This design comes from an exercise in tuning for small area on the open sky130 flow, not from production work.
At most, simulation tests tie the RTL to the original design; equivalence was not proved.
For run 5, only the layout was checked, not whether the RTL still works.
No run shown here takes its clock network from TritonCTS; it comes from the design's own scripts or RTL.
The flow treats the clock pin as an ideal source. Dropping or thinning the clock tree relies on that and would not hold on a real chip.
Power is estimated from default activity; no workload was simulated.

## flow/design.v

```verilog
module caa_decode (
    input  wire        rst,
    input  wire        cmd_valid,
    input  wire [23:0] cmd,
    input  wire [1:0]  st_q,       
    input  wire        halted,
    input  wire        in_rec,
    input  wire        in_idle,
    input  wire        rem0,       
    input  wire        rem1,       
    output wire        nrst,       
    output wire        fs,         
    output wire [2:0]  code,       
    output wire        do_start,
    output wire        do_begin,
    output wire        do_end,
    output wire        do_term,
    output wire        do_d1,      
    output wire        do_d2,      
    output wire        do_cs,      
    output wire        do_ld,      
    output wire        s_ahold,    
    output wire        s_chold,    
    output wire        s_ohold,    
    output wire        s_lhold,    
    output wire        s_nhold,    
    output wire [1:0]  st_d
);
    wire rz, len_bad, w_nop, w_start, w_begin, w_data, w_end, w_term, w_data2;
    caa_word u_word (
        .cmd(cmd), .rz(rz), .len_bad(len_bad), .w_nop(w_nop), .w_start(w_start),
        .w_begin(w_begin), .w_data(w_data), .w_end(w_end), .w_term(w_term),
        .w_data2(w_data2)
    );
    wire g_start, g_begin, g_d1, g_d2, g_end, g_term, g_any;
    caa_check u_check (
        .rz(rz), .len_bad(len_bad), .w_nop(w_nop), .w_start(w_start),
        .w_begin(w_begin), .w_data(w_data), .w_end(w_end), .w_term(w_term),
        .w_data2(w_data2), .in_rec(in_rec), .in_idle(in_idle), .rem0(rem0),
        .rem1(rem1), .g_start(g_start), .g_begin(g_begin), .g_d1(g_d1),
        .g_d2(g_d2), .g_end(g_end), .g_term(g_term), .g_any(g_any), .code(code)
    );
    caa_ctl u_ctl (
        .rst(rst), .cmd_valid(cmd_valid), .halted(halted), .st_q(st_q),
        .g_start(g_start), .g_begin(g_begin), .g_d1(g_d1), .g_d2(g_d2),
        .g_end(g_end), .g_term(g_term), .g_any(g_any), .nrst(nrst), .fs(fs),
        .do_start(do_start), .do_begin(do_begin), .do_end(do_end),
        .do_term(do_term), .do_d1(do_d1), .do_d2(do_d2), .do_cs(do_cs),
        .do_ld(do_ld), .s_ahold(s_ahold), .s_chold(s_chold), .s_ohold(s_ohold),
        .s_lhold(s_lhold), .s_nhold(s_nhold), .st_d(st_d)
    );
endmodule
module caa_word (
    input  wire [23:0] cmd,
    output wire        rz,
    output wire        len_bad,    
    output wire        w_nop,
    output wire        w_start,
    output wire        w_begin,
    output wire        w_data,
    output wire        w_end,
    output wire        w_term,
    output wire        w_data2
);
    wire [3:0] op = cmd[23:20];
    wire hz = (cmd[15:8] == 8'h00);
    wire lz = (cmd[7:0] == 8'h00);
    assign rz      = (cmd[19:16] == 4'h0);
    assign len_bad = (cmd[7:0] > 8'd24);
    assign w_nop   = (op == 4'h0) & hz & lz;
    assign w_start = (op == 4'h1);
    assign w_begin = (op == 4'h2) & hz;
    assign w_data  = (op == 4'h3) & hz;
    assign w_end   = (op == 4'h4) & hz & lz;
    assign w_term  = (op == 4'h5) & hz & lz;
    assign w_data2 = (op == 4'h6);
endmodule
module caa_check (
    input  wire       rz,
    input  wire       len_bad,
    input  wire       w_nop,
    input  wire       w_start,
    input  wire       w_begin,
    input  wire       w_data,
    input  wire       w_end,
    input  wire       w_term,
    input  wire       w_data2,
    input  wire       in_rec,
    input  wire       in_idle,
    input  wire       rem0,
    input  wire       rem1,
    output wire       g_start,
    output wire       g_begin,
    output wire       g_d1,
    output wire       g_d2,
    output wire       g_end,
    output wire       g_term,
    output wire       g_any,
    output wire [2:0] code
);
    assign g_start = rz & w_start & !in_rec;
    assign g_begin = rz & w_begin & in_idle & !len_bad;
    assign g_d1    = rz & w_data & in_rec & !rem0;
    assign g_d2    = rz & w_data2 & in_rec & !rem0 & !rem1;
    assign g_end   = rz & w_end & in_rec & rem0;
    assign g_term  = rz & w_term & in_idle;
    assign g_any   = (rz & w_nop) | g_start | g_begin | g_d1 | g_d2 | g_end | g_term;
    wire e_seq = (w_start & in_rec) | ((w_begin | w_term) & !in_idle) |
                 ((w_data | w_data2 | w_end) & !in_rec);
    wire e_len = w_begin & in_idle & len_bad;
    wire e_ovr = in_rec & ((w_data & rem0) | (w_data2 & (rem0 | rem1)));
    wire e_und = w_end & in_rec & !rem0;
    wire legal = rz & (w_nop | w_start | w_begin | w_data | w_end | w_term | w_data2);
    assign code[0] = !legal | (rz & (e_len | e_und));
    assign code[1] = rz & (e_seq | e_len);
    assign code[2] = rz & (e_ovr | e_und);
endmodule
module caa_ctl (
    input  wire       rst,
    input  wire       cmd_valid,
    input  wire       halted,
    input  wire [1:0] st_q,
    input  wire       g_start,
    input  wire       g_begin,
    input  wire       g_d1,
    input  wire       g_d2,
    input  wire       g_end,
    input  wire       g_term,
    input  wire       g_any,
    output wire       nrst,
    output wire       fs,
    output wire       do_start,
    output wire       do_begin,
    output wire       do_end,
    output wire       do_term,
    output wire       do_d1,
    output wire       do_d2,
    output wire       do_cs,
    output wire       do_ld,
    output wire       s_ahold,
    output wire       s_chold,
    output wire       s_ohold,
    output wire       s_lhold,
    output wire       s_nhold,
    output wire [1:0] st_d
);
    wire act = cmd_valid & !halted & !rst;
    assign nrst     = !rst;
    assign fs       = act & !g_any;
    assign do_start = act & g_start;
    assign do_begin = act & g_begin;
    assign do_end   = act & g_end;
    assign do_term  = act & g_term;
    assign do_d1    = act & g_d1;
    assign do_d2    = act & g_d2;
    assign do_cs    = act & (g_begin | g_d1 | g_d2 | g_term);
    assign do_ld    = act & (g_end | g_term);
    assign s_ahold = !rst & !(do_start | do_end);
    assign s_chold = !rst & !(do_start | do_cs);
    assign s_ohold = !rst & !do_ld;
    assign s_lhold = !rst & !(do_start | do_begin);
    assign s_nhold = !rst & !(do_start | do_begin | do_d1 | do_d2);
    wire ph_hold = !rst & !(do_start | do_begin | do_end | do_term);
    assign st_d[1] = do_ld | (st_q[1] & ph_hold);
    assign st_d[0] = do_begin | do_term | (st_q[0] & ph_hold);
endmodule
module caa_sel2 #(
    parameter W = 8
) (
    input  wire [W-1:0] a,
    input  wire         sa,
    input  wire [W-1:0] q,
    input  wire         sq,
    output wire [W-1:0] d
);
    assign d = (a & {W{sa}}) | (q & {W{sq}});
endmodule
module caa_sel3 #(
    parameter W = 8
) (
    input  wire [W-1:0] a,
    input  wire         sa,
    input  wire [W-1:0] b,
    input  wire         sb,
    input  wire [W-1:0] q,
    input  wire         sq,
    output wire [W-1:0] d
);
    assign d = (a & {W{sa}}) | (b & {W{sb}}) | (q & {W{sq}});
endmodule
module caa_sel3s (
    input  wire a,
    input  wire sa,
    input  wire b,
    input  wire sb,
    input  wire q,
    input  wire sq,
    input  wire nrst,
    output wire d
);
    assign d = (a & sa) | (b & sb) | (q & sq) | !nrst;
endmodule
module caa_add16 (
    input  wire [15:0] a,
    input  wire [4:0]  b,
    output wire [15:0] s
);
    wire [16:0] c;
    assign c[0] = 1'b0;
    genvar i;
    generate
        for (i = 0; i < 5; i = i + 1) begin : g_lo
            assign s[i]   = a[i] ^ b[i] ^ c[i];
            assign c[i+1] = (a[i] & b[i]) | (c[i] & (a[i] ^ b[i]));
        end
        for (i = 5; i < 16; i = i + 1) begin : g_hi
            assign s[i]   = a[i] ^ c[i];
            assign c[i+1] = a[i] & c[i];
        end
    endgenerate
endmodule
module caa_cntinc (
    input  wire [4:0] cnt,
    output wire [4:0] p1,
    output wire [4:0] p2
);
    assign p1 = cnt + 5'd1;
    assign p2 = cnt + 5'd2;
endmodule
module caa_csum_add (
    input  wire [7:0]  pa,
    input  wire [7:0]  pb,
    input  wire [7:0]  pc,
    input  wire [7:0]  hi,
    output wire [15:0] s
);
    wire [7:0] cs_s = pa ^ pb ^ pc;
    wire [7:0] cs_c = (pa & pb) | (pc & (pa ^ pb));
    wire [8:0] c;
    assign c[0] = 1'b0;
    assign s[0] = cs_s[0];
    assign c[1] = 1'b0;
    genvar i;
    generate
        for (i = 1; i < 8; i = i + 1) begin : g_lo
            assign s[i]   = cs_s[i] ^ cs_c[i-1] ^ c[i];
            assign c[i+1] = (cs_s[i] & cs_c[i-1]) | (c[i] & (cs_s[i] ^ cs_c[i-1]));
        end
    endgenerate
    wire [8:0] hc;
    wire [7:0] h1;
    assign hc[0] = cs_c[7];
    wire [7:0] ones;
    assign ones[0] = 1'b1;
    generate
        for (i = 0; i < 8; i = i + 1) begin : g_hi
            assign h1[i]   = hi[i] ^ hc[i];
            assign hc[i+1] = hi[i] & hc[i];
            if (i > 0) begin : g_ones
                assign ones[i] = ones[i-1] & h1[i-1];
            end
            assign s[8+i] = h1[i] ^ (ones[i] & c[8]);
        end
    endgenerate
endmodule
module caa_or3sel #(
    parameter W = 8
) (
    input  wire [W-1:0] c,
    input  wire [W-1:0] a,
    input  wire         sa,
    input  wire [W-1:0] b,
    input  wire         sb,
    output wire [W-1:0] d
);
    assign d = c | (a & {W{sa}}) | (b & {W{sb}});
endmodule
module caa_state (
    input  wire [1:0] st_q,
    input  wire [2:0] err_q,
    input  wire [4:0] cnt_q,
    input  wire [4:0] cnt_p1,
    input  wire [4:0] len_q,
    output wire       halted,
    output wire       in_rec,
    output wire       in_idle,
    output wire       rem0,
    output wire       rem1
);
    assign halted  = |err_q;
    assign in_rec  = !st_q[1] & st_q[0];
    assign in_idle = !st_q[0];
    assign rem0 = (cnt_q == len_q);
    assign rem1 = (cnt_p1 == len_q);
endmodule
module caa (
    input  wire        clk,
    input  wire        rst,
    input  wire        cmd_valid,
    input  wire [23:0] cmd,
    output wire [15:0] cursor_o,
    output wire [15:0] csum_o,
    output wire [15:0] total_o,
    output wire [7:0]  rec_len_o,
    output wire [15:0] rec_addr_o,
    output wire [15:0] rec_csum_o,
    output wire        rec_valid_o,
    output wire [23:0] status_o,
    output wire        err_o,
    output wire [23:0] fcmd_o
);
    reg [15:0] addr_q;
    reg [15:0] csum_q;
    reg [4:0]  len_q;
    reg [4:0]  cnt_q;
    reg [1:0]  st_q;        
    reg [15:0] total_q;
    reg [4:0]  out_len_q;
    reg [15:0] out_addr_q;
    reg [15:0] out_csum_q;
    reg [2:0]  err_q;
    reg [23:0] fcmd_q;
    wire [4:0] cnt_p1, cnt_p2;
    caa_cntinc u_cnt (.cnt(cnt_q), .p1(cnt_p1), .p2(cnt_p2));
    wire nrst, fs, do_start, do_begin, do_end, do_term, do_d1, do_d2, do_cs, do_ld;
    wire s_ahold, s_chold, s_ohold, s_lhold, s_nhold;
    wire [2:0] code;
    wire [1:0] st_d;
    wire halted, in_rec, in_idle, rem0, rem1;
    caa_state u_st (
        .st_q(st_q), .err_q(err_q), .cnt_q(cnt_q), .cnt_p1(cnt_p1), .len_q(len_q),
        .halted(halted), .in_rec(in_rec), .in_idle(in_idle), .rem0(rem0), .rem1(rem1)
    );
    caa_decode u_dec (
        .rst(rst), .cmd_valid(cmd_valid), .cmd(cmd), .st_q(st_q),
        .halted(halted), .in_rec(in_rec), .in_idle(in_idle), .rem0(rem0), .rem1(rem1),
        .nrst(nrst), .fs(fs), .code(code),
        .do_start(do_start), .do_begin(do_begin), .do_end(do_end),
        .do_term(do_term), .do_d1(do_d1), .do_d2(do_d2), .do_cs(do_cs),
        .do_ld(do_ld), .s_ahold(s_ahold), .s_chold(s_chold), .s_ohold(s_ohold),
        .s_lhold(s_lhold), .s_nhold(s_nhold), .st_d(st_d)
    );
    wire [15:0] addr_adv, total_adv;
    caa_add16 u_aadd (.a(addr_q),  .b(len_q), .s(addr_adv));
    caa_add16 u_tadd (.a(total_q), .b(len_q), .s(total_adv));
    wire [1:0] phase = {st_q[1] & st_q[0], in_rec};
    wire sel_t  = !in_rec & cmd[20];
    wire sel_a  = !in_rec & !cmd[20];
    wire [7:0] pa, pb;
    caa_sel3 #(8) u_pa (.a(csum_q[7:0]), .sa(in_rec), .b(total_q[7:0]), .sb(sel_t),
                        .q(addr_q[7:0]), .sq(sel_a), .d(pa));
    caa_or3sel #(8) u_pb (.c(cmd[15:8]), .a(total_q[15:8]), .sa(sel_t),
                          .b(addr_q[15:8]), .sb(sel_a), .d(pb));
    wire [15:0] sum;
    caa_csum_add u_sum (.pa(pa), .pb(pb), .pc(cmd[7:0]), .hi(csum_q[15:8] & {8{in_rec}}),
                        .s(sum));
    wire [15:0] addr_d, total_d, csum_d, out_addr_d, out_csum_d;
    wire [4:0]  len_d, cnt_d, out_len_d;
    wire [2:0]  err_d;
    wire [23:0] fcmd_d;
    caa_sel3 #(9) u_addr_lo (.a(cmd[8:0]), .sa(do_start), .b(addr_adv[8:0]), .sb(do_end),
                             .q(addr_q[8:0]), .sq(s_ahold), .d(addr_d[8:0]));
    caa_sel3s     u_addr_9  (.a(cmd[9]), .sa(do_start), .b(addr_adv[9]), .sb(do_end),
                             .q(addr_q[9]), .sq(s_ahold), .nrst(nrst), .d(addr_d[9]));
    caa_sel3 #(6) u_addr_hi (.a(cmd[15:10]), .sa(do_start), .b(addr_adv[15:10]), .sb(do_end),
                             .q(addr_q[15:10]), .sq(s_ahold), .d(addr_d[15:10]));
    caa_sel2 #(16) u_total (.a(total_adv), .sa(do_end), .q(total_q), .sq(s_ahold), .d(total_d));
    caa_sel2 #(16) u_csum  (.a(sum), .sa(do_cs), .q(csum_q), .sq(s_chold), .d(csum_d));
    caa_sel2 #(16) u_ocsum (.a(sum), .sa(do_ld), .q(out_csum_q), .sq(s_ohold), .d(out_csum_d));
    caa_sel3 #(16) u_oaddr (.a(addr_q), .sa(do_end), .b(total_q), .sb(do_term),
                            .q(out_addr_q), .sq(s_ohold), .d(out_addr_d));
    caa_sel2 #(5)  u_olen  (.a(len_q), .sa(do_end), .q(out_len_q), .sq(s_ohold), .d(out_len_d));
    caa_sel2 #(5)  u_len   (.a(cmd[4:0]), .sa(do_begin), .q(len_q), .sq(s_lhold), .d(len_d));
    caa_sel3 #(5)  u_cntd  (.a(cnt_p1), .sa(do_d1), .b(cnt_p2), .sb(do_d2),
                            .q(cnt_q), .sq(s_nhold), .d(cnt_d));
    caa_sel2 #(3)  u_err   (.a(code), .sa(fs), .q(err_q), .sq(nrst), .d(err_d));
    caa_sel2 #(24) u_fcmd  (.a(cmd), .sa(fs), .q(fcmd_q), .sq(nrst), .d(fcmd_d));
    always @(posedge clk) begin
        addr_q      <= addr_d;
        total_q     <= total_d;
        csum_q      <= csum_d;
        len_q       <= len_d;
        cnt_q       <= cnt_d;
        st_q        <= st_d;
        out_len_q   <= out_len_d;
        out_addr_q  <= out_addr_d;
        out_csum_q  <= out_csum_d;
        err_q       <= err_d;
        fcmd_q      <= fcmd_d;
    end
    assign cursor_o    = addr_q;
    assign csum_o      = csum_q;
    assign total_o     = total_q;
    assign rec_len_o   = {3'b000, out_len_q};
    assign rec_addr_o  = out_addr_q;
    assign rec_csum_o  = out_csum_q;
    assign rec_valid_o = st_q[1];
    assign err_o       = halted;
    assign fcmd_o      = fcmd_q;
    assign status_o    = {3'b000, len_q, 3'b000, cnt_q, 1'b1, err_q, halted,
                          st_q[1], phase};
endmodule
```

## flow/flow/run.sh

```bash
#!/bin/bash
# The standard ORFS layout (standard.sh) with two changes: small port
# buffers (buf_1) and, in place of TritonCTS, the two-level clock tree of
# flow/cts_pre.tcl. ORFS writes each tool's log under orfs/logs; make's own
# output goes to standard.log.
set -e
bash standard.sh BUFFER_PORTS_ARGS="-buffer_cell sky130_fd_sc_hd__buf_1" \
  PRE_CTS_TCL="$PWD/flow/cts_pre.tcl" CTS_CLK_NET=clk CTS_K=4 \
  CTS_LEAF_BUF=sky130_fd_sc_hd__clkbuf_16 CTS_ROOT_BUF="" \
  POST_GLOBAL_ROUTE_TCL="$PWD/flow/grt_post.tcl" finish > standard.log 2>&1
```

## flow/flow/cts_pre.tcl

```tcl
# Replaces TritonCTS with a two-level clock tree: the flip-flops are split by
# position into CTS_K groups (recursive median cuts), each driven by one
# CTS_LEAF_BUF placed at its group's centroid; the leaf buffers are driven by
# the clock port, or by one CTS_ROOT_BUF when CTS_ROOT_BUF is set.
proc my_split { items k } {
  # items: list of {iterm x y}; split into k groups by alternating median cuts
  if { $k <= 1 || [llength $items] <= 1 } { return [list $items] }
  set xs [lmap it $items {lindex $it 1}]
  set ys [lmap it $items {lindex $it 2}]
  set w [expr {[tcl::mathfunc::max {*}$xs] - [tcl::mathfunc::min {*}$xs]}]
  set h [expr {[tcl::mathfunc::max {*}$ys] - [tcl::mathfunc::min {*}$ys]}]
  set idx [expr {$w >= $h ? 1 : 2}]
  set sorted [lsort -integer -index $idx $items]
  set k1 [expr {$k / 2}]
  set k2 [expr {$k - $k1}]
  set n1 [expr {int(round([llength $sorted] * double($k1) / $k))}]
  set a [lrange $sorted 0 [expr {$n1 - 1}]]
  set b [lrange $sorted $n1 end]
  return [concat [my_split $a $k1] [my_split $b $k2]]
}

proc clock_tree_synthesis { args } {
  set db [ord::get_db]
  set block [ord::get_db_block]
  set clk_net [$block findNet $::env(CTS_CLK_NET)]
  set k $::env(CTS_K)
  set leaf_master [$db findMaster $::env(CTS_LEAF_BUF)]
  set items {}
  foreach it [$clk_net getITerms] {
    set inst [$it getInst]
    set bb [$inst getBBox]
    set x [expr {([$bb xMin] + [$bb xMax]) / 2}]
    set y [expr {([$bb yMin] + [$bb yMax]) / 2}]
    lappend items [list $it $x $y]
  }
  puts "my_cts: [llength $items] sinks, $k groups of $::env(CTS_LEAF_BUF)"
  set drv_net $clk_net
  if { [info exists ::env(CTS_ROOT_BUF)] && $::env(CTS_ROOT_BUF) ne "" } {
    set root [odb::dbInst_create $block [$db findMaster $::env(CTS_ROOT_BUF)] clkbuf_root]
    set root_net [odb::dbNet_create $block clknet_root]
    $root_net setSigType CLOCK
    [$root findITerm A] connect $clk_net
    [$root findITerm X] connect $root_net
    set drv_net $root_net
    set rx 0; set ry 0
  }
  set groups [my_split $items $k]
  set i 0
  set cxs {}; set cys {}
  foreach g $groups {
    set buf [odb::dbInst_create $block $leaf_master clkbuf_leaf_$i]
    set net [odb::dbNet_create $block clknet_leaf_$i]
    $net setSigType CLOCK
    set sx 0; set sy 0
    foreach it $g {
      set iterm [lindex $it 0]
      $iterm disconnect
      $iterm connect $net
      incr sx [lindex $it 1]; incr sy [lindex $it 2]
    }
    set cx [expr {$sx / [llength $g]}]
    set cy [expr {$sy / [llength $g]}]
    lappend cxs $cx; lappend cys $cy
    [$buf findITerm A] connect $drv_net
    [$buf findITerm X] connect $net
    $buf setLocation $cx $cy
    $buf setPlacementStatus PLACED
    puts "my_cts: leaf $i drives [llength $g] sinks at ($cx, $cy)"
    incr i
  }
  if { $drv_net ne $clk_net } {
    set n [llength $cxs]
    set rx [expr {int([tcl::mathop::+ {*}$cxs] / $n)}]
    set ry [expr {int([tcl::mathop::+ {*}$cys] / $n)}]
    $root setLocation $rx $ry
    $root setPlacementStatus PLACED
  }
  set_propagated_clock [all_clocks]
}
```

## flow/flow/grt_post.tcl

```tcl
# Area recovery after global routing: downsize gates that are off the
# critical paths (OpenROAD's power recovery), then repair any slew or
# capacitance limit the downsizing broke, and fix timing again.
log_cmd global_route -start_incremental
log_cmd repair_timing -recover_power 100 -verbose
repair_design_helper
log_cmd detailed_placement
log_cmd global_route -end_incremental
log_cmd estimate_parasitics -global_routing
repair_timing_helper
log_cmd global_route -start_incremental
log_cmd detailed_placement
log_cmd global_route -end_incremental
log_cmd estimate_parasitics -global_routing
```

## flow/standard.sh

```bash
#!/bin/bash
# synth_recipe.tcl (not shown) runs the flow's synth.tcl, then flattens the netlist and writes it again
# the make line also repeats each setting of config.mk as NAME=value (left out here)
make -C /OpenROAD-flow-scripts/flow DESIGN_CONFIG=/design/flow/config.mk WORK_HOME=/design/flow/orfs CLKGATE_MAP_FILE= SYNTH_SCRIPT=/design/flow/synth_recipe.tcl "${@:-finish}"
```

## flow/config.mk

```make
export PLATFORM = sky130hd
export DESIGN_NAME = caa
export DESIGN_NICKNAME = caa
export VERILOG_FILES = /design/flow/design.v
export SDC_FILE = /design/flow/constraint.sdc
export NUM_CORES = 4
export LEC_CHECK = 0
export CAP_MARGIN = 20
export CORE_MARGIN = 2
export CORE_UTILIZATION = 40
export SLEW_MARGIN = 20
export SYNTH_HIERARCHICAL = 1
```

## flow/constraint.sdc

```tcl
create_clock -name core_clock -period 5.0 [get_ports {clk}]
set_input_delay 1.0000 -clock core_clock [delete_from_list [all_inputs] [get_ports {clk}]]
set_output_delay 1.0000 -clock core_clock [all_outputs]
set_load 0.01 [all_outputs]
```

==> results of run 1 <==
path summary, 6_finish.rpt:
kind              cells past startpoint  slack, ns            to
hold reg to reg                       1       0.49  out_len_q[0]
setup / recovery                     17       0.14    csum_q[13]
setup reg to reg                     17       0.29    csum_q[13]
hold / removal                        1       0.49  out_len_q[0]
power groups by stage:
stage | clock network, mW | registers (mW) | logic, mW
global placement | 0 | 1.04 | 0.164
detailed placement | 0 | 1.04 | 0.166
floorplan | 0 | 1.05 | 0.104
CTS | 0.419 | 1.02 | 0.168
finish | 0.406 | 1.02 | 0.165
per-layer routing:
layer / global-route usage (%) / share of wire, % / routed length, um / up-vias
li1: - / - / - / 2322
met1: 28.41 / 45 / 7617 / 2489
met2: 32.18 / 47 / 7853 / 217
met3: 1.926 / 6.7 / 1124 / 15
met4: 2.392 / 1.2 / 205 / 0
met5: 0 / 0 / 0 / -
Yosys stat by module, one instance, submodules excluded, a selection:
module	cell area, sq um	flops+latches	copies in the design	cells
caa_state	131.4	0	1	17
caa_add16	226.5	0	2	16
caa	2654	124	1	150
caa_sel3s	16.27	0	1	3
caa_ctl	178.9	0	1	26
caa_csum_add	549.3	0	1	49
caa_cntinc	97.59	0	1	13
caa_word	127.6	0	1	23
caa_check	161.4	0	1	25
cell families after synthesis:
group,after synthesis,share of synthesized area [%]
xor+xnor,25,3.586
flops,124,40.66
simple gates,87,8.668
fa+ha+maj,55,13.98
other cells,2,0.1230
compound gates,152,22.99
buf+inv,100,10.00
metrics by stage:
stage	instance area [sq um]	util [%]	setup WS, ns	TNS [ns]
floorplan	6177	-	-0.006608	-0.02057
global placement	6743	44.85	-0.2015	-2.185
detailed placement	6743	44.85	-0.3672	-4.486
CTS	6854	45.59	0.004710	0
finish	6847	45.54	0.1372	0
state kept, by name, summed over array words and instances, names as in the netlist:
register / count
cnt_q: 5
fcmd_q: 24
csum_q: 16
len_q: 5
out_addr_q: 16
addr_q: 16
err_q: 3
total_q: 16
out_csum_q: 16
out_len_q: 5
st_q: 2
worst reg2reg max path, stage by stage (launching register included):
cell and delay (ns):
dfxtp_1 0.40, inv_1 0.13, nor2_4 0.28, nor2_2 0.14, a221o_1 0.38, fa_1 0.46
ha_2 0.20, fa_2 0.34, fa_2 0.35, fa_2 0.34, fa_2 0.34, fa_2 0.34
inv_2 0.06, fa_2 0.19, and4b_4 0.24, nand3_2 0.10, xnor2_2 0.07, a22o_1 0.23
cell type report:
cell class,count,area (sq um),share of cell area (%)
Multi-Input combinational cell,329,3097,45.23
Tap cell,188,235.2,3.436
Inverter,59,221.5,3.235
Sequential cell,124,2482,36.26
Buffer,4,100.1,1.462
Timing Repair Buffer,174,710.7,10.38
layout by cell type, fill, tap and decap left out, types with 3 or more instances in the layout:
| cell type | instances |
|---|---|
| fa_1 | 15 |
| clkbuf_1 | 6 |
| a22o_2 | 22 |
| and2_1 | 12 |
| fa_2 | 7 |
| nand2_1 | 9 |
| buf_4 | 13 |
| clkbuf_16 | 4 |
| a22o_1 | 63 |
| nor4_1 | 7 |
| a21oi_1 | 3 |
| dfxtp_1 | 124 |
| conb_1 | 10 |
| nand3_1 | 10 |
| nor3_1 | 5 |
| a222oi_1 | 44 |
| nor2_1 | 11 |
| xnor2_1 | 12 |
| and2_2 | 3 |
| a221o_1 | 8 |
| buf_1 | 153 |
| inv_1 | 57 |
| xor2_1 | 11 |
| ha_1 | 32 |
==> flow_summary.ini, run 1 <==
[logic_synthesis]
synthCells = 545
synth_top_area_share_pct = 40.66
synth_cell_types = 49
synth_warnings = 7
netlist_area_sq_mm = 0.006106
synth_area_leaders = dfxtp_1 41%, a22o_1 9.0%, a222oi_1 7.2%
avgSynthCellArea_sq_um = 11.20
seq_area_frac_synth_pct = 40.66
synth_seq_cells = 124
synth_top_area_cell = dfxtp_1
synthArstFlopShare_pct = 0
synth_flop_cell = dfxtp_1
synth.most_common_cell = dfxtp_1
synthTopCellsByCount = 124 x dfxtp_1, 63 x a22o_1, 59 x inv_1
synth_edf_count = 0

[timing]
clock_skew_ns = 0.01093
post-route-min-period_ns = 4.863
maxSlewViolCount = 0
max_slew_margin_pct = 35.93
hold_slack_ns = 0.4851
fin_crit_sh_pct = 97.26
setup_violations = 0
worstMarginPinSlew_ns = 0.9600
fmax_ghz = 0.2056
hold_viol = 0

[worst_setup_path]
cpPeakStageDelay_ns = 0.44
reg2reg_from = st_q[0]
cp-start-kind = input pin
path_buf_inv = 3
crit_type = in2reg
crit_path_top_delay_cell = fa_1
critPathLaunch = cmd[20]
crit_family = adder cells
path_cells = buf_2 -> nor2b_4 -> a222oi_1 -> inv_1 -> fa_1 -> ha_2 -> fa_2 -> fa_2 -> fa_2 -> fa_2 -> fa_2 -> inv_2 -> fa_2 -> and4b_4 -> nand3_2 -> xnor2_2 -> a22o_1
path_common_cell = fa_2
worstSetupEndpointType = register
cp.arrival_ns = 4.94
crit_fanout = 6
cp.required_ns = 5.07

[route]
totalWireLength_um = 16800
vias_per_cell = 5.744
drt_iter0_markers = 513
drc_errors = 0
wl_per_cell_um = 19.13
ant_nets = 0
vias = 5043
first_pass_iters = 9

[min_path]
hp-start = out_len_q[0]
hp-class = reg2reg

[final_layout]
drive_gt1_share_pct = 10.29
syn_to_final_growth_pct = 12.13
diodes = 0
stdcell_count = 878
nets = 774
nFillCells = 1451

[placement]
dp_cells = 873
dp_hpwl_um = 12610
gp_congestion = 0.8893
port_buffers = 154

[cts]
postCtsSetupBuffers = 0
cts_resized = 4
clk_pin_slew_ns = 0.12
worstSkewPairLatency_ns = 0.18
ctsHoldBuffers = 0

[pwr]
intPower_mw = 1.217
pwr-share-clk_pct = 25.6
ir_worst_vdd_mv = 0.1646
leakagePower_nw = 3.173
p_sw_uw = 370.8
swShare_pct = 23.36
combPwrFrac_pct = 10.4
power_mw = 1.588
power.density_mw_per_mm2 = 231.9
p_seq_share_pct = 64.1

[die]
core_sq_mm = 0.01503
die_area_sq_mm = 0.01627
rows = 45
die_y_um = 127.6
fp.dieW_um = 127.6
io_pins = 165
initial_core_util_pct = 40.62

[global_route]
grt_max_degree = 38
grt_pass1_wl_um = 25710
overflow = 0
antenna_found_initial = 0
grt_pass1_vias = 4609
grt_use_total_pct = 19.44

[run_status]
status = timing/DRC/antenna clean

[flow_run]
cap_violations = 0
==> run 2: changes to the inputs <==
--- a/flow/flow/run.sh
+++ b/flow/flow/run.sh
@@ -5,6 +5,6 @@
 # output goes to standard.log.
 set -e
 bash standard.sh BUFFER_PORTS_ARGS="-buffer_cell sky130_fd_sc_hd__buf_1" \
-  PRE_CTS_TCL="$PWD/flow/cts_pre.tcl" CTS_CLK_NET=clk CTS_K=4 \
-  CTS_LEAF_BUF=sky130_fd_sc_hd__clkbuf_16 CTS_ROOT_BUF="" \
+  PRE_GLOBAL_PLACE_TCL="$PWD/flow/gpl_pre.tcl" PRE_CTS_TCL="$PWD/flow/cts_pre.tcl" CTS_CLK_NET=clk CTS_K=4 \
+  CTS_LEAF_BUF=sky130_fd_sc_hd__clkbuf_16 CTS_ROOT_BUF="sky130_fd_sc_hd__clkbuf_8" \
   POST_GLOBAL_ROUTE_TCL="$PWD/flow/grt_post.tcl" finish > standard.log 2>&1
==> flow/flow/gpl_pre.tcl (new file) <==
# Port buffers: buf_2 on the inputs, buf_1 on the outputs. global_place.tcl
# calls buffer_ports once for both; this splits the call.
rename buffer_ports orig_buffer_ports
proc buffer_ports { args } {
  orig_buffer_ports -inputs -buffer_cell sky130_fd_sc_hd__buf_2
  orig_buffer_ports -outputs -buffer_cell sky130_fd_sc_hd__buf_1
}
==> flow_summary.ini, run 2 <==
[placement]
gp_congestion = 0.8824
dp_cells = 870
dp_hpwl_um = 12400
port_buffers = 154

[final_layout]
ff_latch_area_sq_mm = 0.002482
stdcell_count = 875
final_cell_mix = 128 x buf_1, 124 x dfxtp_1, 63 x a22o_1
mostFrequentLayoutCell = buf_1
nets = 771
diodes = 0
utilization_pct = 45.29
drive_gt1_share_pct = 11.94
nFillCells = 1448
syn_to_final_growth_pct = 11.52
regMostFlops = fcmd_q
multi_input_area_sq_mm = 0.003043
largest_reg_flops = 24

[worst_setup_path]
cp-start-kind = input pin
r2r_cells = 18
crit_type = in2reg
path_common_cell = fa_2
crit_fanout = 6
critPathLaunch = cmd[20]
path_cells = buf_2 -> nor2b_1 -> a221o_1 -> fa_1 -> ha_2 -> fa_2 -> fa_2 -> fa_2 -> fa_2 -> fa_2 -> inv_2 -> fa_1 -> and4b_1 -> nand3_1 -> xnor2_1 -> a22o_1
crit_path_top_delay_cell = fa_1
cp.arrival_ns = 5.14
cp.required_ns = 5.29
cpPeakStageDelay_ns = 0.43
reg2reg_from = st_q[0]
cp-endpoint = out_csum_q[13]
r2r-end = out_csum_q[13]
worstSetupEndpointType = register
rrSetupSlack_ns = 0.29

[logic_synthesis]
synth_top_area_share_pct = 40.66
synth_area_leaders = dfxtp_1 41%, a22o_1 9.0%, a222oi_1 7.2%
avgSynthCellArea_sq_um = 11.20
synth_flop_cell = dfxtp_1
synth_top_area_cell = dfxtp_1
synth_edf_count = 0
synth.most_common_cell = dfxtp_1
synthArstFlopShare_pct = 0
synthCells = 545
seq_area_frac_synth_pct = 40.66
synth_cell_types = 49
synth_seq_cells = 124
netlist_area_sq_mm = 0.006106
synthTopCellsByCount = 124 x dfxtp_1, 63 x a22o_1, 59 x inv_1
synth_warnings = 7

[die]
io_pins = 165
die_y_um = 127.6
fp.dieW_um = 127.6
initial_core_util_pct = 40.62
die_area_sq_mm = 0.01627
rows = 45
core_sq_mm = 0.01503

[cts]
postCtsSetupBuffers = 0
ctsHoldBuffers = 0
clk_pin_slew_ns = 0.11
worstSkewPairLatency_ns = 0.38
cts_resized = 0

[timing]
clock_skew_ns = 0.007964
max_slew_margin_pct = 30.66
maxSlewViolCount = 0
fin_crit_sh_pct = 97.01
setup_violations = 0
post-route-min-period_ns = 4.850
hold_viol = 0
fmax_ghz = 0.2062
worstMarginPinSlew_ns = 1.036

[global_route]
grt_pass1_vias = 4711
grt_use_total_pct = 19.55
grt_pass1_wl_um = 26070
grt_max_degree = 34
overflow = 0
antenna_found_initial = 0

[pwr]
ir_worst_vdd_mv = 0.1927
leakagePower_nw = 3.220
power_mw = 1.638
power.density_mw_per_mm2 = 240.6

[route]
vias_per_cell = 5.655
vias = 4948
top_layer_used = met4
wl_met2_um = 7641
wl_met3_um = 1251
totalWireLength_um = 16640
drt_iter0_markers = 540
drc_errors = 0
wl_per_cell_um = 19.02
first_pass_iters = 9
ant_nets = 0
met1_length_um = 7452

[min_path]
hp-class = reg2reg

[run_status]
status = timing/DRC/antenna clean

[flow_run]
cap_violations = 0
==> run 2: cell types whose count changed in the layout (fill, tap and decap cells not counted), moves of 2 or more <==
cell and change:
fa_1 +2, buf_4 -2, nor3_1 +2, buf_1 -25
fa_2 -2, nor3_2 -2, buf_2 +25, clkbuf_1 -2
==> run 2: worst min path at each step <==
stage / cells past startpoint / end / from
3_5_place_dp: 2 / out_addr_q[12] / out_addr_q[12]
6_report: 2 / out_addr_q[12] / out_addr_q[12]
2_1_floorplan: 1 / st_q[0] / st_q[0]
3_3_place_gp: 2 / out_addr_q[12] / out_addr_q[12]
4_1_cts: 2 / out_addr_q[12] / out_addr_q[12]
==> run 2: layout make-up <==
class,count,area share [%]
Buffer,5,1.672
Tap cell,188,3.455
Inverter,59,3.252
Timing Repair Buffer,170,10.47
Multi-Input combinational cell,329,44.69
Sequential cell,124,36.46
==> run 2: cell families after synthesis <==
kind of cell / Yosys count / share of synthesized area, %
AOI/OAI and AO/OA: 152 / 22.99
xor gates and xnor gates: 25 / 3.586
other: 2 / 0.1230
buffers and inverters: 100 / 10.00
DFF: 124 / 40.66
and+or+nand+nor: 87 / 8.668
adders and majority gates: 55 / 13.98
==> run 2: through the flow <==
stage	area, sq um	hold slack [ns]	setup slack [ns]	setup TNS, ns
3_3_place_gp	6745	0.4446	-0.1416	-1.335
4_1_cts	6864	0.4783	0.1694	0
2_1_floorplan	6177	0.4458	-0.006608	-0.02057
6_report	6809	0.4766	0.1497	0
3_5_place_dp	6750	0.4479	-0.2614	-2.933
==> run 2: power breakdown <==
part,internal (mW),leakage [nW],switching (mW)
sequential,1.01,1.00,0.0116
combinational,0.0607,2.16,0.103
clock,0.165,0.0565,0.292
total,1.23,3.22,0.406
==> run 2: Yosys stat by module, one instance, submodules excluded, excerpt <==
| module | cells inside | cell area (sq um) | copies in the design |
|---|---|---|---|
| caa | 150 | 2654 | 1 |
| caa_add16 | 16 | 226.5 | 2 |
| caa_check | 25 | 161.4 | 1 |
| caa_cntinc | 13 | 97.59 | 1 |
| caa_csum_add | 49 | 549.3 | 1 |
| caa_ctl | 26 | 178.9 | 1 |
| caa_sel3s | 3 | 16.27 | 1 |
| caa_state | 17 | 131.4 | 1 |
| caa_word | 23 | 127.6 | 1 |
==> run 2: routing by layer <==
metal	global-route usage (%)	vias to the layer above
met4	3.491	0
met2	31.80	200
met1	28.04	2416
li1	-	2310
met3	2.806	22
met5	0	-
==> run 2: critical path, delay by kind of cell <==
family | cells | cell delay (ns)
XOR/XNOR | 1 | 0.09
buffers and inverters | 2 | 0.18
AO/OA/AOI/OAI | 2 | 0.52
AND/OR/NAND/NOR | 3 | 0.85
adder cells (fa/ha/maj) | 8 | 2.50
==> run 3: changes to the inputs <==
--- a/flow/flow/run.sh
+++ b/flow/flow/run.sh
@@ -7,4 +7,4 @@
 bash standard.sh BUFFER_PORTS_ARGS="-buffer_cell sky130_fd_sc_hd__buf_1" \
   PRE_GLOBAL_PLACE_TCL="$PWD/flow/gpl_pre.tcl" PRE_CTS_TCL="$PWD/flow/cts_pre.tcl" CTS_CLK_NET=clk CTS_K=4 \
   CTS_LEAF_BUF=sky130_fd_sc_hd__clkbuf_16 CTS_ROOT_BUF="sky130_fd_sc_hd__clkbuf_8" \
-  POST_GLOBAL_ROUTE_TCL="$PWD/flow/grt_post.tcl" finish > standard.log 2>&1
+  finish > standard.log 2>&1
removed: flow/flow/grt_post.tcl
==> flow_summary.ini, run 3 <==
[die]
initial_core_util_pct = 40.62
core_sq_mm = 0.01503
rows = 45
io_pins = 165
die_area_sq_mm = 0.01627
die_y_um = 127.6
fp.dieW_um = 127.6

[global_route]
grt_pass1_wl_um = 26070
overflow = 0
grt_pass1_vias = 4711
grt_use_total_pct = 19.55
grt_max_degree = 34
antenna_found_initial = 0

[timing]
fin_crit_sh_pct = 96.68
rsz0062_at_grt = no
hold_slack_ns = 0.4765
maxSlewViolCount = 0
max_slew_margin_pct = 43.36
fmax_ghz = 0.2069
hold_viol = 0
worst_slack_ns = 0.1660
setup_violations = 0
worstMarginPinSlew_ns = 0.8496
post-route-min-period_ns = 4.834
clock_skew_ns = 0.006418

[logic_synthesis]
synth_cell_types = 49
avgSynthCellArea_sq_um = 11.20
seq_area_frac_synth_pct = 40.66
synthArstFlopShare_pct = 0
synth_top_area_cell = dfxtp_1
synth_area_leaders = dfxtp_1 41%, a22o_1 9.0%, a222oi_1 7.2%
synthCells = 545
synthTopCellsByCount = 124 x dfxtp_1, 63 x a22o_1, 59 x inv_1
synth_flop_cell = dfxtp_1
synth_edf_count = 0
synth_warnings = 7
synth_top_area_share_pct = 40.66
netlist_area_sq_mm = 0.006106
synth.most_common_cell = dfxtp_1
synth_seq_cells = 124

[final_layout]
drive_gt1_share_pct = 13.97
stdcell_count = 875
regMostFlops = fcmd_q
ff_latch_area_sq_mm = 0.002482
nets = 771
syn_to_final_growth_pct = 12.42
multi_input_area_sq_mm = 0.003083
nFillCells = 1437
largest_reg_flops = 24
diodes = 0
final_cell_mix = 128 x buf_1, 124 x dfxtp_1, 63 x a22o_1
mostFrequentLayoutCell = buf_1

[pwr]
power.density_mw_per_mm2 = 238.9
ir_worst_vdd_mv = 0.1905
power_mw = 1.640
leakagePower_nw = 3.242

[route]
vias = 4943
ant_nets = 0
vias_per_cell = 5.649
drc_errors = 0
wl_per_cell_um = 18.99
drt_iter0_markers = 634
totalWireLength_um = 16620
first_pass_iters = 6

[worst_setup_path]
crit_path_top_delay_cell = fa_1
cpPeakStageDelay_ns = 0.43
cp-start-kind = input pin
path_cells = buf_2 -> nor2b_1 -> a221o_1 -> fa_1 -> ha_2 -> fa_2 -> fa_2 -> fa_2 -> fa_2 -> fa_2 -> inv_2 -> fa_2 -> and4b_1 -> nand3_1 -> xnor2_1 -> a22o_1
path_common_cell = fa_2
cp.required_ns = 5.29
cp.arrival_ns = 5.12
crit_type = in2reg
crit_fanout = 6
worstSetupEndpointType = register

[min_path]
hp-class = reg2reg

[placement]
gp_congestion = 0.8824
dp_cells = 870
dp_hpwl_um = 12400
preCtsSetupSlack_ns = -0.2614
port_buffers = 154

[cts]
postCtsSetupBuffers = 0
worstSkewPairLatency_ns = 0.38
ctsHoldBuffers = 0
cts_resized = 0
clk_pin_slew_ns = 0.11

[run_status]
status = timing/DRC/antenna clean

[flow_run]
cap_violations = 0
## run 3: worst paths after layout
path / from / end / cells after the start / slack (ns)
hold / removal: out_addr_q[12] / out_addr_q[12] / 2 / 0.48
setup reg to reg: len_q[0] / addr_q[15] / 18 / 0.29
hold reg to reg: out_addr_q[12] / out_addr_q[12] / 2 / 0.48
setup / recovery: cmd[20] / out_csum_q[13] / 16 / 0.17
## run 3: power by group
group / total, mW / internal [mW] / switching (mW) / leakage (nW)
Clock: 0.455 / 0.165 / 0.290 / 0.0565
Sequential: 1.02 / 1.01 / 0.0115 / 1.00
Combinational: 0.167 / 0.0626 / 0.104 / 2.18
Total: 1.64 / 1.23 / 0.406 / 3.24
## run 3: layer usage
| metal | vias up | routed length (um) | track usage, % |
|---|---|---|---|
| met4 | 0 | 309 | 3.491 |
| met3 | 22 | 1190 | 2.806 |
| met1 | 2420 | 7562 | 28.04 |
| li1 | 2308 | - | - |
| met5 | - | 0 | 0 |
| met2 | 193 | 7555 | 31.80 |
## run 3: cells by family (layout without fill, tap and decap cells)
kind of cell    Yosys count  in the layout  synth area share, %
fa+ha+maj                55             55                13.98
xor+xnor                 25             25                3.586
other cells               2             10               0.1230
flops                   124            124                40.66
simple gates             87             87                8.668
buf+inv                 100            234                10.00
compound gates          152            152                22.99
## run 3: per-module statistics from Yosys, one instance, submodules excluded, excerpt
| module | flops+latches | cell area (sq um) | cells |
|---|---|---|---|
| caa_cntinc | 0 | 97.59 | 13 |
| caa_check | 0 | 161.4 | 25 |
| caa_word | 0 | 127.6 | 23 |
| caa | 124 | 2654 | 150 |
| caa_ctl | 0 | 178.9 | 26 |
| caa_add16 | 0 | 226.5 | 16 |
| caa_sel3s | 0 | 16.27 | 3 |
## run 3: through the flow
stage | utilization (%) | setup TNS, ns | cell area, sq um
after floorplan | - | -0.02057 | 6177
final | 45.66 | 0 | 6864
after global routing | 45.66 | 0 | 6864
after CTS | 45.66 | 0 | 6864
after global placement | 44.87 | -1.335 | 6745
after detailed placement | 44.90 | -2.933 | 6750
## run 3: cell type report
| type | count | area share (%) |
|---|---|---|
| Sequential cell | 124 | 36.16 |
| Buffer | 5 | 1.659 |
| Inverter | 59 | 3.226 |
| Timing Repair Buffer | 170 | 10.61 |
| Multi-Input combinational cell | 329 | 44.91 |
| Tap cell | 188 | 3.427 |
## run 3: worst max-delay path: cells and delay by family
| family | cells | cell delay, ns |
|---|---|---|
| XOR/XNOR | 1 | 0.09 |
| AND/OR/NAND/NOR | 3 | 0.82 |
| buffers and inverters | 2 | 0.18 |
| AO/OA/AOI/OAI | 2 | 0.51 |
| adder cells (fa/ha/maj) | 8 | 2.52 |
==> run 4: changes to the inputs <==
--- a/flow/flow/run.sh
+++ b/flow/flow/run.sh
@@ -5,6 +5,6 @@
 # output goes to standard.log.
 set -e
 bash standard.sh BUFFER_PORTS_ARGS="-buffer_cell sky130_fd_sc_hd__buf_1" \
-  PRE_GLOBAL_PLACE_TCL="$PWD/flow/gpl_pre.tcl" PRE_CTS_TCL="$PWD/flow/cts_pre.tcl" CTS_CLK_NET=clk CTS_K=4 \
+  PRE_CTS_TCL="$PWD/flow/cts_pre.tcl" CTS_CLK_NET=clk CTS_K=4 \
   CTS_LEAF_BUF=sky130_fd_sc_hd__clkbuf_16 CTS_ROOT_BUF="sky130_fd_sc_hd__clkbuf_8" \
-  finish > standard.log 2>&1
+  POST_CTS_TCL="$PWD/flow/cts_post.tcl" POST_GLOBAL_ROUTE_TCL="$PWD/flow/grt_post.tcl" finish > standard.log 2>&1
==> flow/flow/cts_post.tcl (new file) <==
# Area recovery after clock tree synthesis, as after global routing.
log_cmd repair_timing -recover_power 100 -verbose
repair_design_helper
log_cmd detailed_placement
log_cmd estimate_parasitics -placement
repair_timing_helper
log_cmd detailed_placement
==> flow/flow/grt_post.tcl (new file) <==
# Area recovery after global routing: downsize gates that are off the
# critical paths (OpenROAD's power recovery), then repair any slew or
# capacitance limit the downsizing broke, and fix timing again.
log_cmd global_route -start_incremental
log_cmd repair_timing -recover_power 100 -verbose
repair_design_helper
log_cmd detailed_placement
log_cmd global_route -end_incremental
log_cmd estimate_parasitics -global_routing
repair_timing_helper
log_cmd global_route -start_incremental
log_cmd detailed_placement
log_cmd global_route -end_incremental
log_cmd estimate_parasitics -global_routing
removed: flow/flow/gpl_pre.tcl
==> flow_summary.ini, run 4 <==
[final_layout]
syn_to_final_growth_pct = 11.56
final_cell_mix = 154 x buf_1, 124 x dfxtp_1, 63 x a22o_1
regMostFlops = fcmd_q
largest_reg_flops = 24
nets = 776
nFillCells = 1454
stdcell_count = 880
drive_gt1_share_pct = 8.671
diodes = 0
mostFrequentLayoutCell = buf_1

[logic_synthesis]
synth_cell_types = 49
synthTopCellsByCount = 124 x dfxtp_1, 63 x a22o_1, 59 x inv_1
synth_edf_count = 0
synthMuxAreaShare_pct = 0
seq_area_frac_synth_pct = 40.66
synth_xor_area_share_pct = 3.586
synthArstFlopShare_pct = 0
synth_top_area_cell = dfxtp_1
synth_warnings = 7
yosys.area_share.simple_pct = 8.668
avgSynthCellArea_sq_um = 11.20
netlist_area_sq_mm = 0.006106
synth_seq_cells = 124
synth_compound_area_share_pct = 22.99
synthAdderAreaFrac_pct = 13.98
synthCells = 545
synth_flop_cell = dfxtp_1
synth_area_leaders = dfxtp_1 41%, a22o_1 9.0%, a222oi_1 7.2%
synth_top_area_share_pct = 40.66
synth.most_common_cell = dfxtp_1
synth_top_family_by_area = compound AO/OA/AOI/OAI gates

[worst_setup_path]
cp.arrival_ns = 5.10
crit_type = in2reg
crit_fanout = 6
crit_path_top_delay_cell = fa_1
cpPeakStageDelay_ns = 0.53
cp.required_ns = 5.30
path_common_cell = fa_2
cp-start-kind = input pin
path_cells = buf_1 -> nor2b_2 -> a222oi_1 -> inv_1 -> fa_1 -> fa_2 -> fa_2 -> fa_2 -> fa_2 -> fa_2 -> inv_1 -> fa_1 -> and4b_2 -> nand3_1 -> xnor2_1 -> a22o_1
worstSetupEndpointType = register
crit_family = adder cells
path_buf_inv = 3

[route]
first_pass_iters = 6
vias_per_cell = 5.738
drc_errors = 0
drt_iter0_markers = 610
totalWireLength_um = 16880
wl_per_cell_um = 19.18
ant_nets = 0
vias = 5049

[timing]
max_slew_margin_pct = 35.19
worst_slack_ns = 0.2029
post-route-min-period_ns = 4.797
clock_skew_ns = 0.007771
fmax_ghz = 0.2085
worstMarginPinSlew_ns = 0.9711
fin_crit_sh_pct = 95.94
maxSlewViolCount = 0
hold_viol = 0
setup_violations = 0

[die]
io_pins = 165
fp.dieW_um = 127.6
initial_core_util_pct = 40.62
die_y_um = 127.6
core_sq_mm = 0.01503
rows = 45
die_area_sq_mm = 0.01627

[pwr]
power_mw = 1.645
p_sw_uw = 415.3
power.density_mw_per_mm2 = 241.5
pwr-share-clk_pct = 28.3
leakagePower_nw = 3.157
combPwrFrac_pct = 9.8
swShare_pct = 25.25
p_seq_share_pct = 61.8
ir_worst_vdd_mv = 0.1623
intPower_mw = 1.229

[placement]
port_buffers = 154
gp_congestion = 0.8893
preCtsSetupSlack_ns = -0.3672
dp_cells = 873
dp_hpwl_um = 12610

[run_status]
status = timing/DRC/antenna clean

[cts]
clk_pin_slew_ns = 0.11
worstSkewPairLatency_ns = 0.40

[flow_run]
cap_violations = 0

[global_route]
grt_pass1_vias = 4652
grt_max_degree = 38
overflow = 0
grt_pass1_wl_um = 25790
grt_use_total_pct = 19.50
antenna_found_initial = 0

[min_path]
hp-class = reg2reg
[run 4: worst paths after layout]
kind	slack, ns	from	depth (start not counted)	endpoint
hold / removal	0.48	out_csum_q[5]	1	out_csum_q[5]
setup reg to reg	0.32	len_q[0]	18	addr_q[15]
setup / recovery	0.20	cmd[20]	16	csum_q[13]
hold reg to reg	0.48	out_csum_q[5]	1	out_csum_q[5]
[run 4: power by group through the flow]
stage / Sequential (mW) / Clock [mW] / Combinational [mW]
finish: 1.02 / 0.466 / 0.161
floorplan: 1.05 / 0 / 0.104
global placement: 1.04 / 0 / 0.164
detailed placement: 1.04 / 0 / 0.166
[run 4: kinds of logic after synthesis]
kind of cell	after synthesis
xor+xnor	25
buf+inv	100
flops	124
other cells	2
simple gates	87
fa+ha+maj	55
compound gates	152
[run 4: worst reg2reg max path: cells and delay by family (launching register included)]
| kind | cells | cell delay, ns |
|---|---|---|
| buf+inv | 1 | 0.08 |
| compound gates | 1 | 0.28 |
| fa+ha+maj | 15 | 3.63 |
| xor+xnor | 1 | 0.16 |
| flops | 1 | 0.43 |
[run 4: per-module statistics from Yosys, one instance, submodules excluded, excerpt]
module	area [sq um]	copies in the design
caa	2654	1
caa_csum_add	549.3	1
caa_ctl	178.9	1
caa_check	161.4	1
caa_state	131.4	1
caa_word	127.6	1
caa_cntinc	97.59	1
caa_sel3s	16.27	1
[run 4: layout make-up]
class	instances	area (sq um)	area share, %
Timing Repair Buffer	175	704.4	10.34
Inverter	59	221.5	3.251
Buffer	5	113.9	1.672
Tap cell	188	235.2	3.453
Multi-Input combinational cell	329	3054	44.84
Sequential cell	124	2482	36.44
[run 4: metal layers]
metal	vias up	share of wire [%]	track usage, %
met5	-	0	0
met4	0	1.9	3.167
met3	25	6.9	1.968
met2	231	46	32.24
met1	2473	45	28.19
li1	2320	-	-
[run 4: per-stage QoR]
step / util (%) / cell area (sq um) / setup TNS (ns) / hold WS [ns]
2_1_floorplan: - / 6177 / -0.02057 / 0.4458
6_report: 45.31 / 6812 / 0 / 0.4846
3_3_place_gp: 44.85 / 6743 / -2.185 / 0.4455
3_5_place_dp: 44.85 / 6743 / -4.486 / 0.4520
==> run 5: changes to the inputs <==
--- a/flow/design.v
+++ b/flow/design.v
@@ -173,7 +173,21 @@
     input  wire         sq,
     output wire [W-1:0] d
 );
-    assign d = (a & {W{sa}}) | (q & {W{sq}});
+    genvar i;
+    generate
+        for (i = 0; i < W; i = i + 1) begin : g_bit
+            caa_ao22 u_bit (.a(a[i]), .sa(sa), .b(q[i]), .sb(sq), .d(d[i]));
+        end
+    endgenerate
+endmodule
+module caa_ao22 (
+    input  wire a,
+    input  wire sa,
+    input  wire b,
+    input  wire sb,
+    output wire d
+);
+    assign d = (a & sa) | (b & sb);
 endmodule
 module caa_sel3 #(
     parameter W = 8
@@ -186,7 +200,24 @@
     input  wire         sq,
     output wire [W-1:0] d
 );
-    assign d = (a & {W{sa}}) | (b & {W{sb}}) | (q & {W{sq}});
+    genvar i;
+    generate
+        for (i = 0; i < W; i = i + 1) begin : g_bit
+            caa_ao222 u_bit (.a(a[i]), .sa(sa), .b(b[i]), .sb(sb), .c(q[i]), .sc(sq),
+                             .d(d[i]));
+        end
+    endgenerate
+endmodule
+module caa_ao222 (
+    input  wire a,
+    input  wire sa,
+    input  wire b,
+    input  wire sb,
+    input  wire c,
+    input  wire sc,
+    output wire d
+);
+    assign d = (a & sa) | (b & sb) | (c & sc);
 endmodule
 module caa_sel3s (
     input  wire a,
--- a/flow/flow/run.sh
+++ b/flow/flow/run.sh
@@ -7,4 +7,4 @@
 bash standard.sh BUFFER_PORTS_ARGS="-buffer_cell sky130_fd_sc_hd__buf_1" \
   PRE_CTS_TCL="$PWD/flow/cts_pre.tcl" CTS_CLK_NET=clk CTS_K=4 \
   CTS_LEAF_BUF=sky130_fd_sc_hd__clkbuf_16 CTS_ROOT_BUF="sky130_fd_sc_hd__clkbuf_8" \
-  POST_CTS_TCL="$PWD/flow/cts_post.tcl" POST_GLOBAL_ROUTE_TCL="$PWD/flow/grt_post.tcl" finish > standard.log 2>&1
+  POST_GLOBAL_ROUTE_TCL="$PWD/flow/grt_post.tcl" finish > standard.log 2>&1
removed: flow/flow/cts_post.tcl
==> flow_summary.ini, run 5 <==
[worst_setup_path]
crit_family = adder cells
cp-start-kind = input pin
cp.required_ns = 5.29
r2r_cells = 18
path_cells = clkbuf_2 -> nor2b_2 -> a222oi_1 -> inv_1 -> fa_1 -> ha_2 -> fa_2 -> fa_2 -> fa_2 -> fa_2 -> fa_1 -> inv_1 -> fa_1 -> inv_1 -> ha_1 -> xor2_1 -> a22o_1
path_buf_inv = 4
cpPeakStageDelay_ns = 0.50
crit_path_top_delay_cell = fa_1
crit_type = in2reg
rrSetupSlack_ns = 0.24
cp.arrival_ns = 5.07
reg2reg_from = st_q[0]
r2r-end = out_csum_q[9]
path_common_cell = fa_2
worstSetupEndpointType = register
crit_fanout = 6

[die]
die_area_sq_mm = 0.01558
initial_core_util_pct = 40.48
fp.dieW_um = 124.8
core_sq_mm = 0.01442
die_y_um = 124.8
rows = 44
io_pins = 165

[logic_synthesis]
seq_area_frac_synth_pct = 42.51
synth.most_common_cell = dfxtp_1
synth_warnings = 7
synth_seq_cells = 124
avgSynthCellArea_sq_um = 11.17
synth_top_area_cell = dfxtp_1
synth_area_leaders = dfxtp_1 43%, a22o_1 13%, a222oi_1 7.5%
synthCells = 523
synthTopCellsByCount = 124 x dfxtp_1, 85 x a22o_1, 61 x inv_1
synth_top_area_share_pct = 42.51
netlist_area_sq_mm = 0.005839
synth_cell_types = 45
synth_edf_count = 0
synthArstFlopShare_pct = 0
synth_flop_cell = dfxtp_1

[pwr]
power.density_mw_per_mm2 = 241.7
leakagePower_nw = 3.193
power_mw = 1.654
ir_worst_vdd_mv = 0.1730

[route]
wl_per_cell_um = 19.10
drc_errors = 0
first_pass_iters = 7
vias_per_cell = 5.658
ant_nets = 0
drt_iter0_markers = 469
totalWireLength_um = 16890
vias = 5002

[global_route]
antenna_found_initial = 0
grt_max_degree = 34
grt_pass1_wl_um = 26470
grt_pass1_vias = 4740
grt_use_total_pct = 20.51
overflow = 0

[timing]
fin_crit_sh_pct = 95.71
fmax_ghz = 0.2090
setup_violations = 0
worst_slack_ns = 0.2146
hold_slack_ns = 0.4874
maxSlewViolCount = 0
post-route-min-period_ns = 4.785
worstMarginPinSlew_ns = 1.137
hold_viol = 0
clock_skew_ns = 0.01218
max_slew_margin_pct = 24.21

[final_layout]
nets = 784
largest_reg_flops = 24
drive_gt1_share_pct = 6.286
regMostFlops = fcmd_q
nFillCells = 1391
fin_area_sq_mm = 0.006845
syn_to_final_growth_pct = 17.23
stdcell_count = 884
mostFrequentLayoutCell = buf_1
final_cell_mix = 153 x buf_1, 124 x dfxtp_1, 85 x a22o_1
diodes = 0

[cts]
clk_pin_slew_ns = 0.11
cts_resized = 0
ctsHoldBuffers = 0
worstSkewPairLatency_ns = 0.39
postCtsSetupBuffers = 0

[placement]
gp_congestion = 0.8507
dp_cells = 879
preCtsSetupSlack_ns = -0.2925
dp_hpwl_um = 12240
port_buffers = 154
placed_area_sq_mm = 0.006780

[min_path]
hold_end = out_csum_q[15]
hp-class = reg2reg
min_path_cells = 1
hp-start = out_csum_q[15]

[run_status]
status = timing/DRC/antenna clean

[flow_run]
cap_violations = 0
-- run 5: cells by family (layout without fill, tap and decap cells) --
family,after synthesis,in the layout,synth area share (%)
AO/OA/AOI/OAI,152,152,23.57
XOR/XNOR,25,25,3.750
adder cells (fa/ha/maj),55,55,14.61
buffers and inverters,77,246,6.107
flip-flops,124,124,42.51
other,2,10,0.1286
AND/OR/NAND/NOR,88,88,9.321
-- run 5: cell type report --
type                       count  area [sq um]  share of cell area (%)
inverter                      61         229.0                   3.345
sequential                   124          2482                   36.26
multi-input combinational    330          3024                   44.18
tap                          184         230.2                   3.363
buffer                         5         113.9                   1.663
timing repair buffer         180         765.7                   11.19
-- run 5: worst max path at each step --
stage / startpoint / slack (ns) / depth (start not counted) / end
4_1_cts: cmd[20] / 0.11 / 17 / out_csum_q[9]
2_1_floorplan: cmd[20] / 0.01 / 16 / out_csum_q[9]
6_report: cmd[20] / 0.21 / 17 / out_csum_q[9]
3_5_place_dp: cmd[20] / -0.29 / 17 / out_csum_q[9]
3_3_place_gp: cmd[20] / -0.16 / 17 / out_csum_q[9]
-- run 5: per-layer routing --
| metal | up-vias | global-route usage (%) | routed length, um |
|---|---|---|---|
| li1 | 2337 | - | - |
| met1 | 2439 | 30.50 | 7878 |
| met2 | 204 | 32.34 | 7485 |
| met3 | 22 | 2.191 | 1164 |
| met4 | 0 | 4.314 | 358 |
| met5 | - | 0 | 0 |
-- run 5: report_power, final --
| part | leakage [nW] | switching [mW] | internal [mW] |
|---|---|---|---|
| Sequential | 1.00 | 0.0123 | 1.01 |
| Combinational | 2.13 | 0.108 | 0.0648 |
| Clock | 0.0565 | 0.298 | 0.165 |
| Total | 3.19 | 0.418 | 1.24 |
-- run 5: metrics by stage --
step	util [%]	TNS [ns]
floorplan	-	0
global placement	47.01	-1.760
detailed placement	47.01	-3.853
CTS	47.80	0
finish	47.46	0
-- run 5: modules after synthesis, one instance, submodules excluded, excerpt --
| module | flops+latches | area, sq um | copies in the design | cells inside |
|---|---|---|---|---|
| caa_csum_add | 0 | 566.8 | 1 | 51 |
| caa_ctl | 0 | 178.9 | 1 | 26 |
| caa_check | 0 | 161.4 | 1 | 25 |
| caa_state | 0 | 131.4 | 1 | 17 |
| caa_word | 0 | 127.6 | 1 | 23 |
| caa_ao222 | 0 | 13.76 | 44 | 2 |
| caa_ao22 | 0 | 8.758 | 85 | 1 |
==> run 6: changes to the inputs <==
--- a/flow/design.v
+++ b/flow/design.v
@@ -173,21 +173,7 @@
     input  wire         sq,
     output wire [W-1:0] d
 );
-    genvar i;
-    generate
-        for (i = 0; i < W; i = i + 1) begin : g_bit
-            caa_ao22 u_bit (.a(a[i]), .sa(sa), .b(q[i]), .sb(sq), .d(d[i]));
-        end
-    endgenerate
-endmodule
-module caa_ao22 (
-    input  wire a,
-    input  wire sa,
-    input  wire b,
-    input  wire sb,
-    output wire d
-);
-    assign d = (a & sa) | (b & sb);
+    assign d = (a & {W{sa}}) | (q & {W{sq}});
 endmodule
 module caa_sel3 #(
     parameter W = 8
@@ -200,24 +186,7 @@
     input  wire         sq,
     output wire [W-1:0] d
 );
-    genvar i;
-    generate
-        for (i = 0; i < W; i = i + 1) begin : g_bit
-            caa_ao222 u_bit (.a(a[i]), .sa(sa), .b(b[i]), .sb(sb), .c(q[i]), .sc(sq),
-                             .d(d[i]));
-        end
-    endgenerate
-endmodule
-module caa_ao222 (
-    input  wire a,
-    input  wire sa,
-    input  wire b,
-    input  wire sb,
-    input  wire c,
-    input  wire sc,
-    output wire d
-);
-    assign d = (a & sa) | (b & sb) | (c & sc);
+    assign d = (a & {W{sa}}) | (b & {W{sb}}) | (q & {W{sq}});
 endmodule
 module caa_sel3s (
     input  wire a,
==> flow/flow/run.sh (replaced) <==
#!/bin/bash
# The standard ORFS layout (standard.sh, its synthesis unchanged) with
# three changes:
#  - port buffers are sky130_fd_sc_hd__buf_1 (every input and output port
#    still gets one);
#  - in place of TritonCTS, flow/cts_pre.tcl builds a two-level clock tree:
#    one clkbuf_8 root driving four clkbuf_16 leaves, each leaf driving the
#    flip-flops of one quarter of the placement;
#  - after global routing, flow/grt_post.tcl downsizes gates that are off the
#    critical paths (OpenROAD's power recovery), then repairs slew,
#    capacitance and timing again.
# ORFS writes each tool's full log under orfs/logs; make's own output goes to
# standard.log.
set -e
bash standard.sh BUFFER_PORTS_ARGS="-buffer_cell sky130_fd_sc_hd__buf_1" \
  PRE_CTS_TCL="$PWD/flow/cts_pre.tcl" CTS_CLK_NET=clk CTS_K=4 \
  CTS_LEAF_BUF=sky130_fd_sc_hd__clkbuf_16 CTS_ROOT_BUF="sky130_fd_sc_hd__clkbuf_8" \
  POST_GLOBAL_ROUTE_TCL="$PWD/flow/grt_post.tcl" finish > standard.log 2>&1
==> flow_summary.ini, run 6 <==
[run_status]
status = timing/DRC/antenna clean

[global_route]
grt_pass1_wl_um = 25760
use_met3_pct = 1.968
met1_usage_pct = 28.23
grt_pass1_vias = 4638
grt_max_degree = 38
grt_use_total_pct = 19.49
use_met2_pct = 32.15
overflow = 0
busiest_layer = met2
antenna_found_initial = 0

[timing]
maxSlewViolCount = 0
post-route-min-period_ns = 4.821
hold_viol = 0
max_slew_margin_pct = 35.04
worst_slack_ns = 0.1787
fmax_ghz = 0.2074
worstMarginPinSlew_ns = 0.9733
setup_violations = 0
fin_crit_sh_pct = 96.43
clock_skew_ns = 0.01177

[pwr]
ir_worst_vdd_mv = 0.1649
leakagePower_nw = 3.157
power.density_mw_per_mm2 = 242.6
power_mw = 1.650

[final_layout]
drive_gt1_share_pct = 8.526
mostFrequentLayoutCell = buf_1
syn_to_final_growth_pct = 11.43
largest_reg_flops = 24
stdcell_count = 880
nets = 776
final_cell_mix = 154 x buf_1, 124 x dfxtp_1, 63 x a22o_1
diodes = 0
regMostFlops = fcmd_q

[logic_synthesis]
synth_xor_area_share_pct = 3.586
synth_cell_types = 49
synth_area_leaders = dfxtp_1 41%, a22o_1 9.0%, a222oi_1 7.2%
synth_compound_area_share_pct = 22.99
synth_seq_cells = 124
synthArstFlopShare_pct = 0
netlist_area_sq_mm = 0.006106
yosys.area_share.simple_pct = 8.668
synth_top_area_share_pct = 40.66
synth_edf_count = 0
seq_area_frac_synth_pct = 40.66
synth_warnings = 7
synthAdderAreaFrac_pct = 13.98
synthTopCellsByCount = 124 x dfxtp_1, 63 x a22o_1, 59 x inv_1
synth_flop_cell = dfxtp_1
synth.most_common_cell = dfxtp_1
synth_top_family_by_area = compound AO/OA/AOI/OAI gates
synthMuxAreaShare_pct = 0
avgSynthCellArea_sq_um = 11.20
synthCells = 545
synth_top_area_cell = dfxtp_1

[cts]
cts_resized = 0
worstSkewPairLatency_ns = 0.40
postCtsSetupBuffers = 0
ctsHoldBuffers = 0
clk_pin_slew_ns = 0.12

[route]
wl_per_cell_um = 19.20
first_pass_iters = 9
vias_per_cell = 5.713
ant_nets = 0
drt_iter0_markers = 512
vias = 5027
drc_errors = 0
totalWireLength_um = 16890

[worst_setup_path]
crit_type = in2reg
rrSetupSlack_ns = 0.30
worstSetupEndpointType = register
r2r_cells = 17
crit_fanout = 6
cp-start-kind = input pin
cp.arrival_ns = 5.12
reg2reg_from = st_q[0]
cp.required_ns = 5.30
r2r-end = csum_q[15]

[min_path]
hp-start = out_len_q[0]
min_path_cells = 1
hp-class = reg2reg
hold_end = out_len_q[0]

[die]
io_pins = 165
die_area_sq_mm = 0.01627
initial_core_util_pct = 40.62
fp.dieW_um = 127.6
core_sq_mm = 0.01503
rows = 45
die_y_um = 127.6

[placement]
gp_congestion = 0.8893
preCtsSetupSlack_ns = -0.3672
dp_hpwl_um = 12610
port_buffers = 154
dp_cells = 873

[flow_run]
cap_violations = 0
## run 6: cell count changes after synthesis, sizes merged, moves of 2 or more
cell / delta
nor2: -3
inv: -2
buf: +23
clkbuf: +2
## run 6: worst max path at each step
stage,from,to,slack (ns),cells after the start
finish,cmd[20],csum_q[15],0.18,16
detailed placement,cmd[20],csum_q[13],-0.37,16
global placement,cmd[20],out_csum_q[13],-0.20,16
floorplan,cmd[20],csum_q[15],-0.007,18
CTS,st_q[0],csum_q[13],0.04,17
## run 6: final cells by class
type	instances	area, sq um
fill	1459	8229
timing repair buffer	175	706.9
sequential	124	2482
buffer	5	113.9
tap	188	235.2
inverter	59	221.5
multi-input combinational	329	3044
## run 6: logic make-up after synthesis
| kind of cell | after synthesis |
|---|---|
| AOI/OAI and AO/OA | 152 |
| xor gates and xnor gates | 25 |
| adders and majority gates | 55 |
| buffers and inverters | 100 |
| DFF | 124 |
| other | 2 |
| and+or+nand+nor | 87 |
## run 6: routing by layer
metal | routed length (um) | part of all wire (%) | vias to the layer above
met3 | 1132 | 6.7 | 21
met2 | 7915 | 47 | 215
met5 | 0 | 0 | -
met4 | 303 | 1.8 | 0
li1 | - | - | 2327
met1 | 7540 | 45 | 2464
## run 6: power breakdown
part           switching [mW]  internal [mW]
clock network           0.305          0.165
logic                   0.104         0.0594
registers              0.0112           1.01
total                   0.420           1.23
## run 6: stage by stage
| stage | TNS [ns] | area (sq um) | hold slack [ns] | util (%) |
|---|---|---|---|---|
| 2_1_floorplan | -0.02057 | 6177 | 0.4458 | - |
| 3_3_place_gp | -2.185 | 6743 | 0.4455 | 44.85 |
| 3_5_place_dp | -4.486 | 6743 | 0.4520 | 44.85 |
| 4_1_cts | 0 | 6857 | 0.4866 | 45.61 |
| 6_report | 0 | 6804 | 0.4854 | 45.26 |
## run 6: critical path, cell delays in order
cell and delay (ns):
buf_1 0.12, nor2_1 0.40, a221o_1 0.27, fa_1 0.43, ha_2 0.20, fa_2 0.34
fa_2 0.35, fa_2 0.34, fa_2 0.34, fa_2 0.33, inv_1 0.07, fa_1 0.19
and4b_1 0.27, nand3_1 0.12, xnor2_1 0.09, a22o_2 0.26
## run 6: per-module statistics from Yosys (local to each module, per instance), excerpt
module / flops+latches / cells / cell area (sq um)
caa_cntinc: 0 / 13 / 97.59
caa_sel3s: 0 / 3 / 16.27
caa_csum_add: 0 / 49 / 549.3
caa_ctl: 0 / 26 / 178.9
caa_add16: 0 / 16 / 226.5
caa: 124 / 150 / 2654
caa_state: 0 / 17 / 131.4
caa_check: 0 / 25 / 161.4
caa_word: 0 / 23 / 127.6

==> static timing again, ports no longer ideal <==
Ports are ideal in the flow. The routed layouts listed here were re-timed in OpenROAD.
Step 1 sets driving cells, clkbuf_16 on the clock port and buf_2 on the other inputs (assumed; they add their load-dependent delay and slew).
Step 2 times the ports against the registers' clock, not the clock port: input delays grow and output delays shrink by t, the midpoint of the rising clock arrivals with the driver on.
Three values: ideal, step 1, step 2; two values: the first two.
run | t (ns) | slack for setup (ns) | worst slew at a driven data input, ns
run 1 | 0.262 | 0.137 / 0.204 / -0.057 | 0.05
run 2 | 0.416 | 0.150 / 0.168 / -0.248 | 0.05
run 3 | 0.417 | 0.166 / 0.184 / -0.233 | 0.05
run 4 | 0.436 | 0.203 / 0.219 / -0.217 | 0.05
run 5 | 0.426 | 0.215 / 0.231 / -0.195 | 0.05
run 6 | 0.435 | 0.179 / 0.195 / -0.240 | 0.05
Met with ideal ports but missed after step 2: setup timing in every run listed. The setup slack of run 4, which loses most, moves by +0.016 ns with the drivers and by -0.420 ns with both steps.
